Background: an optimization exercise with open tools, aiming at small area. Do not read the settings as production practice. In this exercise RTL edits were held to simulation tests only and were not proved equivalent to the original. The flow treats the clock pin as an ideal source. Dropping or thinning the clock tree relies on that and would not hold on a real chip. No activity file was given, so power comes from the tool's default toggle rates.

## middle
// flashcart
module flashcart (
    input  wire        clk,
    input  wire        rst,           
    input  wire        req_valid,
    output wire        req_ready,
    input  wire        req_ev,        
    input  wire [2:0]  req_code,      
    input  wire [1:0]  req_win,       
    input  wire        req_we,        
    input  wire [12:0] req_off,
    input  wire [7:0]  req_data,
    input  wire        cfg_fj,        
    input  wire        cfg_bj,
    input  wire        cfg_cp,
    output wire        rsp_valid,
    output wire [7:0]  rsp_data,
    output wire        rsp_ok,        
    output wire        rsp_fwd,       
    output wire        rsp_map,       
    output wire [1:0]  rsp_ge,
    output wire [3:0]  rsp_bank,
    output wire [3:0]  rsp_flags,     
    output wire        rsp_bsel,      
    output wire        rsp_cpchg,     
    output wire        fl_en,
    output wire        fl_we,
    output wire [16:0] fl_addr,
    output wire [7:0]  fl_wdata,
    input  wire [7:0]  fl_rdata,
    output wire        ram_en,
    output wire        ram_we,
    output wire [14:0] ram_addr,
    output wire [7:0]  ram_wdata,
  ...
clock: 5.0 ns
lec_check: 0
cap_margin: 0
core_margin: 2
core_utilization: 45
gpl_timing_driven: 0
slew_margin: 0
standard.sh (not shown) runs the stock make flow with config.mk's settings and CLKGATE_MAP_FILE= SYNTH_SCRIPT=/design/flow/synth_recipe.tcl, a recipe that flattens the netlist after the stock synthesis.
==> flow/flow/run.sh <==
#!/bin/bash
# ORFS layout as standard.sh runs it, with these changes:
#  - synthesis (flow/synth.tcl, the standard synthesis script) maps the
#    logic with area-oriented ABC scripts instead of ORFS's speed script:
#    it is run once with each script in flow/abc/ and the netlist with the
#    smallest cell area is kept (registers are mapped before ABC runs, so
#    every run has the same registers);
#  - the buffers ABC inserts are removed at floorplan;
#  - the port buffers are the smallest buffer, buf_1;
#  - the clock tree is one level of clock buffers (flow/cts_hook.tcl).
set -euo pipefail
STAT=$PWD/orfs/reports/$FLOW_PLATFORM/flashcart/base/synth_stat.txt
best=""
best_area=""
for s in "$PWD"/flow/abc/*.script; do
  name=$(basename "$s" .script)
  bash standard.sh clean_synth > "clean_$name.log" 2>&1 || true
  if FLOW_ABC_SCRIPT=$s bash standard.sh SYNTH_SCRIPT=$PWD/flow/synth.tcl synth \
       > "synth_$name.log" 2>&1; then
    area=$(grep -oE "Chip area for module .*: [0-9.]+" "$STAT" | awk '{print $NF}')
    echo "$name $area" >> synth_areas.txt
    if [[ -z "$best" ]] || awk -v a="$area" -v b="$best_area" 'BEGIN{exit !(a < b)}'; then
      best=$s
      best_area=$area
    fi
  fi
done
echo "best: $best $best_area" >> synth_areas.txt
bash standard.sh clean_synth > clean_best.log 2>&1 || true
FLOW_ABC_SCRIPT=$best bash standard.sh SYNTH_SCRIPT=$PWD/flow/synth.tcl synth > synth.log 2>&1
bash standard.sh \
  BUFFER_PORTS_ARGS="-buffer_cell sky130_fd_sc_hd__buf_1" \
  REMOVE_ABC_BUFFERS=1 \
  CLK_K=4 CLK_CELL=sky130_fd_sc_hd__clkbuf_4 PRE_CTS_TCL=$PWD/flow/cts_hook.tcl \
  finish > layout.log 2>&1
Other scripts of this flow, unchanged in this note and not shown: flow/flow/abc/i3_sy4_e50.script, flow/flow/abc/i4_s2_e0.script, flow/flow/abc/i4_s3_e20.script, flow/flow/abc/i5_s3_e0.script, flow/flow/abc/i5_s3_e20.script, flow/flow/abc/i6_e10.script, flow/flow/abc/i6_s3_e20.script, flow/flow/abc/i6_s3_e50.script, flow/flow/abc/r2.script, flow/flow/abc/r3.script, flow/flow/cts_hook.tcl, flow/flow/synth.tcl
The following lists how north was set up differently from middle:
--- a/flow/design.v
+++ b/flow/design.v
@@ -42,21 +42,20 @@
                      F_ERASE_UNLOCK1 = 4'b0110,
                      F_ERASE_UNLOCK2 = 4'b0111;
     reg        fj, bj, cp_dev;
     reg        att;
     reg        active;
     reg [3:0]  bank;
     reg        allow_bank, no_freeze;
     reg        export_ram;
     reg [3:0]  fstate;
     reg        ph;             
-    reg [2:0]  ehi;            
     reg [13:0] els;            
     localparam [13:0] EPOL = 14'h2AAA;
     wire [13:0] elo = els ^ EPOL;
     wire cpe         = !fj && fstate[0];
     wire reu_mapping = !fj && fstate[1];
     wire wol         = fstate[2];         
     wire f_auto      = fj && (fstate == F_AUTOSELECT);
     wire f_perr  = (fstate[3:2] == 2'b10);
     wire er      = (fstate[3:1] == 3'b111);
     wire chip    = fstate[0];
@@ -108,30 +107,33 @@
         endcase
     end
     wire f_prog    = (fstate == F_PROGRAM);
     wire rd_ident  = f_auto && (o8 <= 8'h02);
     wire prog      = flash_store && f_prog;
     assign req_ready = ph;
     wire   acc       = req_valid && ph;
     wire   elo_z     = (elo[12:0] == 13'd0);
     wire   elo_fb    = elo[13] ^ elo[4] ^ elo[2] ^ elo[0] ^ elo_z;
     wire   elo_end   = elo_z && elo[13];
-    wire   er_last   = elo_end && (!chip || ehi == 3'h7);
+    wire   sec_step  = er && chip && elo_end;
+    wire   sec_t1    = sec_step && !bank[1];                
+    wire   sec_t2    = sec_t1 && bank[0];                   
+    wire   er_last   = elo_end && (!chip || (!bank[1] && bank[0] && !fj));
     wire   er_start  = flash_store && f_next[3] && f_next[2];
     assign rsp_valid = (acc && !er_start) || (er && er_last);
     wire [7:0] pgm_new = fl_rdata & d;
     wire       pgm_ok  = (pgm_new == d);
     wire fl_rd  = mem_read && !export_ram && !rd_ident && !f_perr;
     wire ram_rd = mem_read && export_ram;
     assign fl_en    = er || (req_valid && ((fl_rd && !ph) || prog));
     assign fl_we    = er || (ph && prog);
-    assign fl_addr  = {fl_a[16:14] ^ ehi, elo | (fl_a[13:0] & {14{!er}})};
+    assign fl_addr  = {fl_a[16:14], elo | (fl_a[13:0] & {14{!er}})};
     assign fl_wdata = er ? 8'hFF : pgm_new;
     assign ram_en    = !er && req_valid && ((ram_rd && !ph) || (ram_write && ph));
     assign ram_we    = ram_write;
     assign ram_addr  = {(req_win[1] || allow_bank) ? bank[1:0] : 2'b00, bank_off};
     assign ram_wdata = d;
     wire       reg_ok = att && active;
     wire [7:0] status = {bank[2], reu_mapping, bank[3], bank[1:0], 1'b0,
                          allow_bank, fj};
     wire [7:0] fstat  = {~fstate[1], fstate[0], 1'b1, 5'd0};
     wire t_fa   = req_ev && (!att || !no_freeze);
@@ -169,36 +171,39 @@
     wire a_r0  = a_wr && !o8[0];
     wire a_r1f = a_wr && o8[0] && fj;
     wire a_r1n = a_wr && o8[0] && !fj && !wol;
     wire a_r1  = a_r1f || a_r1n;
     wire a_tog = acc && t_st;
     wire a_fs  = acc && flash_store;
     wire a_bk  = a_r0 || a_r1;
     always @(posedge clk) begin
         ph  <= req_valid && !er && !ph;
         els <= er ? ({elo[12:0], elo_fb} ^ EPOL) : EPOL;
-        ehi <= (er && chip) ? (elo_end ? ehi + 3'd1 : ehi) : 3'd0;
         att <= !rst && (a_att || (att && !a_det));
         if (!att) begin
             fj     <= cfg_fj;
             bj     <= cfg_bj;
             cp_dev <= cfg_cp;
+        end else if (sec_t2) begin
+            fj     <= !fj;
         end
         active      <= a_att || a_rst || a_frz ||
                        (active && !(a_r0 && d[2]));
         no_freeze   <= (a_r1 && d[2]) || (no_freeze && !(a_att || a_r1));
         allow_bank  <= (a_r1 && d[1]) || (allow_bank && !(a_att || a_r1));
         export_ram  <= a_frz || (a_r0 && d[5]) ||
                        (export_ram && !(a_att || a_rst || a_r0));
-        bank[2:0]   <= ({3{a_bk}} & {d[7], d[4], d[3]}) |
-                       ({3{!(a_att || a_bk)}} & bank[2:0]);
-        bank[3]     <= (a_r1f && bj && !d[5]) || (bank[3] && !(a_att || a_bk));
+        bank[2:0]   <= (({3{a_bk}} & {d[7], d[4], d[3]}) |
+                        ({3{!(a_att || a_bk)}} & bank[2:0])) ^
+                       {sec_t1, sec_step, sec_t1};
+        bank[3]     <= ((a_r1f && bj && !d[5]) ||
+                        (bank[3] && !(a_att || a_bk))) ^ sec_t2;
         if (a_att || (a_rst && fj) || (er && er_last))
             fstate <= F_READ;
         else if (a_rst)
             fstate[2] <= 1'b0;                   
         else if (a_r1n)
             fstate[2:0] <= {1'b1, d[6], d[0]};   
         else if (a_fs)
             fstate <= f_prog ? (pgm_ok ? F_READ : {2'b10, d[7], 1'b0}) : f_next;
         else if (a_tog)
             fstate[0] <= ~fstate[0];
--- outcome ---
Compared with middle, cell area after synthesis in north decreased by a few percent. north vs middle: clock network fraction of design power down. north against middle: power increased by about 1.2% relative to the old numbers; post-layout instance area decreased by 58 sq um relative to the old numbers; final worst-path cycle share decreased by 0.74 points relative to the old numbers; HPWL after detailed placement decreased by 0.32% relative to the old numbers. Compared to middle, north was floorplanned on a smaller die. In the tables for north and middle, routed metal-1 wirelength reads higher with middle. north reports its beginning of the critical path as req_win[1] while middle reports req_off[0]. Looking at via count, north sits 87 below middle. Relative to middle, number of nets in the layout has decreased by 2 in north.
No run of this note takes its clock network from TritonCTS; it comes from the design's own scripts or RTL.

static timing again, ports no longer ideal:
How much do the figures lean on ideal ports? The routed layouts below were timed once more, with nothing changed but the port constraints.
Step 1 assumes that a clkbuf_16 drives the clock port and a buf_2 every other input.
Step 2 times the ports against the registers' clock, not the clock port: input delays grow and output delays shrink by t, the midpoint of the rising clock arrivals with the driver on.
Slacks: ideal ports / drivers / drivers and shift; pairs: ideal ports / drivers.
run | t (ns) | slack for setup (ns) | worst setup path after step 2 | worst data-port slew with drivers (ns) | pins driven straight from the clock port
middle | 0.207 | 0.219 / 0.195 / 0.195 | input to output | 0.04 | 4
north | 0.200 | 0.255 / 0.230 / 0.230 | input to output | 0.04 | 4
After both steps every run listed still meets setup and hold. For north, which loses most, drivers alone change the setup slack by -0.025 ns; drivers and shift together by -0.025 ns.
